Background: an optimization exercise with open tools, aiming at small area, a short achievable clock period and few clock cycles. Do not read the settings as production practice. In this exercise RTL edits were held to simulation tests only and were not proved equivalent to the original. No activity file was given, so power comes from the tool's default toggle rates.

// dci_serializer
module dci_serializer (
    input  wire        clk,
    input  wire        rst,         
    input  wire        cmd_valid,
    output wire        cmd_ready,
    input  wire [31:0] cmd_data,
    input  wire [3:0]  rd_idx,
    output reg  [31:0] rd_data,
    output reg         done
);
    localparam [3:0] C_ILLEGAL = 4'h1, C_RSVD_HDR = 4'h2, C_FINALIZED = 4'h3,
                     C_APP_WIDTH = 4'h4, C_APP_VALUE = 4'h5, C_OVERFLOW = 4'h6,
                     C_FIELD = 4'h7, C_RSVD_VAL = 4'h8, C_NRB = 4'h9,
                     C_FREQ = 4'hA, C_HOPCFG = 4'hB, C_PSIZE = 4'hC;
    localparam [3:0] K_WIDTH = 4'd0, K_NRB = 4'd1, K_HOPCNT = 4'd2, K_HOPFLAG = 4'd3,
                     K_HOPOFF = 4'd4, K_FREQ = 4'd5, K_SMI = 4'd6, K_TBS = 4'd7,
                     K_PSIZE = 4'd8;
    localparam [2:0] B_NONE = 3'd0, B_CLEAR = 3'd1, B_ZEROS = 3'd2, B_APPEND = 3'd3,
                     B_FINAL = 3'd4, B_FIELD = 3'd5, B_COMMIT = 3'd6, B_FAULT = 3'd7;
    reg          halted;
    reg          in_cmd;        
    reg  [7:0]   opc;
    reg  [3:0]   k;             
    reg  [8:0]   nrb;
    reg  [4:0]   fw;
    reg  [1:0]   h;
    reg          hf;
    reg          sulp, sul;
    reg  [1:0]   smi;
    reg          pb;            
    reg          pf;            
    reg  [3:0]   pcause, pfield;
    reg  [2:0]   b_op;
    reg          b_first;       
    reg  [31:0]  R;             
    reg  [7:0]   pos;           
    reg  [127:0] bank0, bank1;
    reg          acc_ptr, out_ptr;
    reg  [7:0]   acc_len, out_len;
    reg          acc_final, out_valid, fault;
    assign cmd_ready = ~halted;
    wire   accept = cmd_valid & ~halted;
    wire [31:0] v = cmd_data;
    wire       is_pack = opc[4];
    wire [2:0] o       = opc[2:0];
    reg  [3:0] nops;
    always @* begin
        if (!is_pack) nops = (o == 3'd2) ? 4'd2 : 4'd1;    
        else case (o)
            3'd0: nops = 4'd14;
            3'd1: nops = 4'd9;
  ...
Size in the first run: ~400 flip-flops, about 73 I/O pins, about 24000 um^2 of cells after synthesis.
==> flow/config.mk <==
export PLATFORM = sky130hd
export DESIGN_NAME = dci_serializer
export DESIGN_NICKNAME = dci_serializer
export VERILOG_FILES = /design/flow/design.v
export SDC_FILE = /design/flow/constraint.sdc
export NUM_CORES = 4
export LEC_CHECK = 0
export CAP_MARGIN = 20
export CORE_MARGIN = 2
export CORE_UTILIZATION = 30
export PLACE_DENSITY = 0.45
export SLEW_MARGIN = 20
==> flow/constraint.sdc <==
create_clock -name core_clock -period 14.0 [get_ports {clk}]
set_input_delay 2.8000 -clock core_clock [delete_from_list [all_inputs] [get_ports {clk}]]
set_output_delay 2.8000 -clock core_clock [all_outputs]
set_load 0.01 [all_outputs]
standard.sh (not shown) runs the stock make flow with config.mk's settings and CLKGATE_MAP_FILE= SYNTH_SCRIPT=/design/flow/synth_recipe.tcl, a recipe that flattens the netlist after the stock synthesis.
==> flow/flow/run.sh <==
#!/bin/bash
# The standard layout, with repair_timing asked for 6.5 ns of setup slack and
# sky130_fd_sc_hd__buf_4 as the port buffer (every port still gets one).
# The clock, its period and the I/O constraints are the standard flow's, unchanged.
set -euo pipefail
bash standard.sh SETUP_SLACK_MARGIN=6.5 "BUFFER_PORTS_ARGS=-buffer_cell sky130_fd_sc_hd__buf_4" finish > make_finish.log 2>&1
Testbench counts at the start, summed over its fixed seeds: cycles 15,871.
Edit:
==> flow/flow/run.sh (replaced) <==
#!/bin/bash
# The standard layout, with repair_timing asked for 7.5 ns of setup slack and
# sky130_fd_sc_hd__buf_2 as the port buffer (every port still gets one).
# The clock, its period and the I/O constraints are the standard flow's, unchanged.
set -euo pipefail
bash standard.sh SETUP_SLACK_MARGIN=7.5 "BUFFER_PORTS_ARGS=-buffer_cell sky130_fd_sc_hd__buf_2" finish > make_finish.log 2>&1
Final cell count went up by 0.98%.
Synthesized cell count is unchanged.
Worst setup slack improves by 0.18 ns.
Wire length went up by 4.0%.
Worst hold slack improves by 0.0035 ns.
Critical path depth went up by 2.
Clock power went up by about 3%.
Final area went up by 3.8%.
Edit:
==> flow/run.sh (new file) <==
#!/bin/bash
# synth_recipe.tcl (not shown) runs the flow's synth.tcl, then flattens the netlist and writes it again
# the make line also repeats each setting of config.mk as NAME=value (left out here)
make -C /OpenROAD-flow-scripts/flow DESIGN_CONFIG=/design/flow/config.mk WORK_HOME=/design/flow/orfs CLKGATE_MAP_FILE= SYNTH_SCRIPT=/design/flow/synth_recipe.tcl finish
removed: flow/flow/run.sh
removed: flow/standard.sh
Worst hold slack hardly moves.
Critical path depth drops by 1.
Fmax drops by 17%.
Final area drops by 3.1%.
Clock power is about the same.
Clock skew is about the same.
Utilization drops by 1.1 points.
Final cell count drops by 0.97%.
Edit:
==> flow/flow/run.sh (new file) <==
#!/bin/bash
# The standard layout, with repair_timing asked for 6.5 ns of setup slack and
# sky130_fd_sc_hd__buf_2 as the port buffer (every port still gets one).
# The clock, its period and the I/O constraints are the standard flow's, unchanged.
set -euo pipefail
bash standard.sh SETUP_SLACK_MARGIN=6.5 "BUFFER_PORTS_ARGS=-buffer_cell sky130_fd_sc_hd__buf_2" finish > make_finish.log 2>&1
==> flow/standard.sh (new file) <==
#!/bin/bash
# synth_recipe.tcl (not shown) runs the flow's synth.tcl, then flattens the netlist and writes it again
# the make line also repeats each setting of config.mk as NAME=value (left out here)
make -C /OpenROAD-flow-scripts/flow DESIGN_CONFIG=/design/flow/config.mk WORK_HOME=/design/flow/orfs CLKGATE_MAP_FILE= SYNTH_SCRIPT=/design/flow/synth_recipe.tcl "${@:-finish}"
removed: flow/run.sh
Routed wire length hardly moves.
Critical path depth is lower by 3.
Sequential power is about the same.
Via count is lower by 0.44%.
Setup slack gets better by 1.3 ns.
Power is lower by 2.8%.
Core utilization is lower by 0.49 points.
Die area does not change.
Edit:
==> flow/flow/run.sh (replaced) <==
#!/bin/bash
# The standard layout, with repair_timing asked for 7.0 ns of setup slack and
# sky130_fd_sc_hd__buf_2 as the port buffer (every port still gets one).
# The clock, its period and the I/O constraints are the standard flow's, unchanged.
set -euo pipefail
bash standard.sh SETUP_SLACK_MARGIN=7.0 "BUFFER_PORTS_ARGS=-buffer_cell sky130_fd_sc_hd__buf_2" finish > make_finish.log 2>&1
Result: Via count is higher by about 1.4%. Critical path depth is higher by 5. Global-route usage is higher by 0.53 points. Cell count is higher by 0.83%. Die area is unchanged. Hold slack barely changes. Design area is higher by 3.4%. Routed wire length is higher by 2.5%. Total power is higher by about 3.7%. Sequential power hardly moves. Count of clock-buffer cells in the layout is higher by 3.
Edit:
==> flow/flow/run.sh (replaced) <==
#!/bin/bash
# The standard layout, with repair_timing asked for 6.5 ns of setup slack and
# sky130_fd_sc_hd__buf_2 as the port buffer (every port still gets one).
# The clock, its period and the I/O constraints are the standard flow's, unchanged.
set -euo pipefail
bash standard.sh SETUP_SLACK_MARGIN=6.5 "BUFFER_PORTS_ARGS=-buffer_cell sky130_fd_sc_hd__buf_2" finish > make_finish.log 2>&1
- CTS_BUF_LIST: default -> sky130_fd_sc_hd__clkbuf_4
After rerunning:
- The new run passed the timing, design-rule and antenna checks
- sequential power barely changes
- critical path depth drops by 1
- total power drops by 9.2%
- utilization drops by 1.3 points
- count of clock-buffer cells in the layout climbs by 93

[what the ideal ports hide]
No port has a modelled driver above. Below, the same layouts with a new extraction and two added sets of constraints. Step 1 assumes that a clkbuf_16 drives the clock port and a buf_2 every other input. Step 2 moves the port delays by t, midway between the first and last clock arrival at a register: inputs arrive t later, outputs are due t later. That takes back most of the time a late clock gives input paths. Slacks: ideal ports / drivers / drivers and shift; pairs: ideal ports / drivers.
| run | t, ns | slack for setup (ns) | hold WS [ns] | clock arrival spread, ns | worst slew at a driven data input, ns |
|---|---|---|---|---|---|
| the first run | 0.674 | 6.546 / 6.519 / 6.519 | 0.454 / 0.454 / 0.454 | 0.037 / 0.037 | 0.06 |
| the second run | 0.665 | 6.725 / 6.668 / 6.668 | 0.458 / 0.458 / 0.458 | 0.042 / 0.043 | 0.08 |
| the third run | 0.649 | 5.271 / 5.233 / 5.233 | 0.458 / 0.458 / 0.458 | 0.037 / 0.037 | 0.06 |
| the fourth run | 0.667 | 6.582 / 6.556 / 6.556 | 0.457 / 0.457 / 0.457 | 0.036 / 0.035 | 0.05 |
| the fifth run | 0.672 | 6.734 / 6.677 / 6.677 | 0.457 / 0.457 / 0.457 | 0.037 / 0.037 | 0.07 |
| the sixth run | 0.992 | 6.536 / 6.502 / 6.502 | 0.461 / 0.461 / 0.461 | 0.089 / 0.089 | 0.05 |
After both steps every run listed still meets setup and hold.
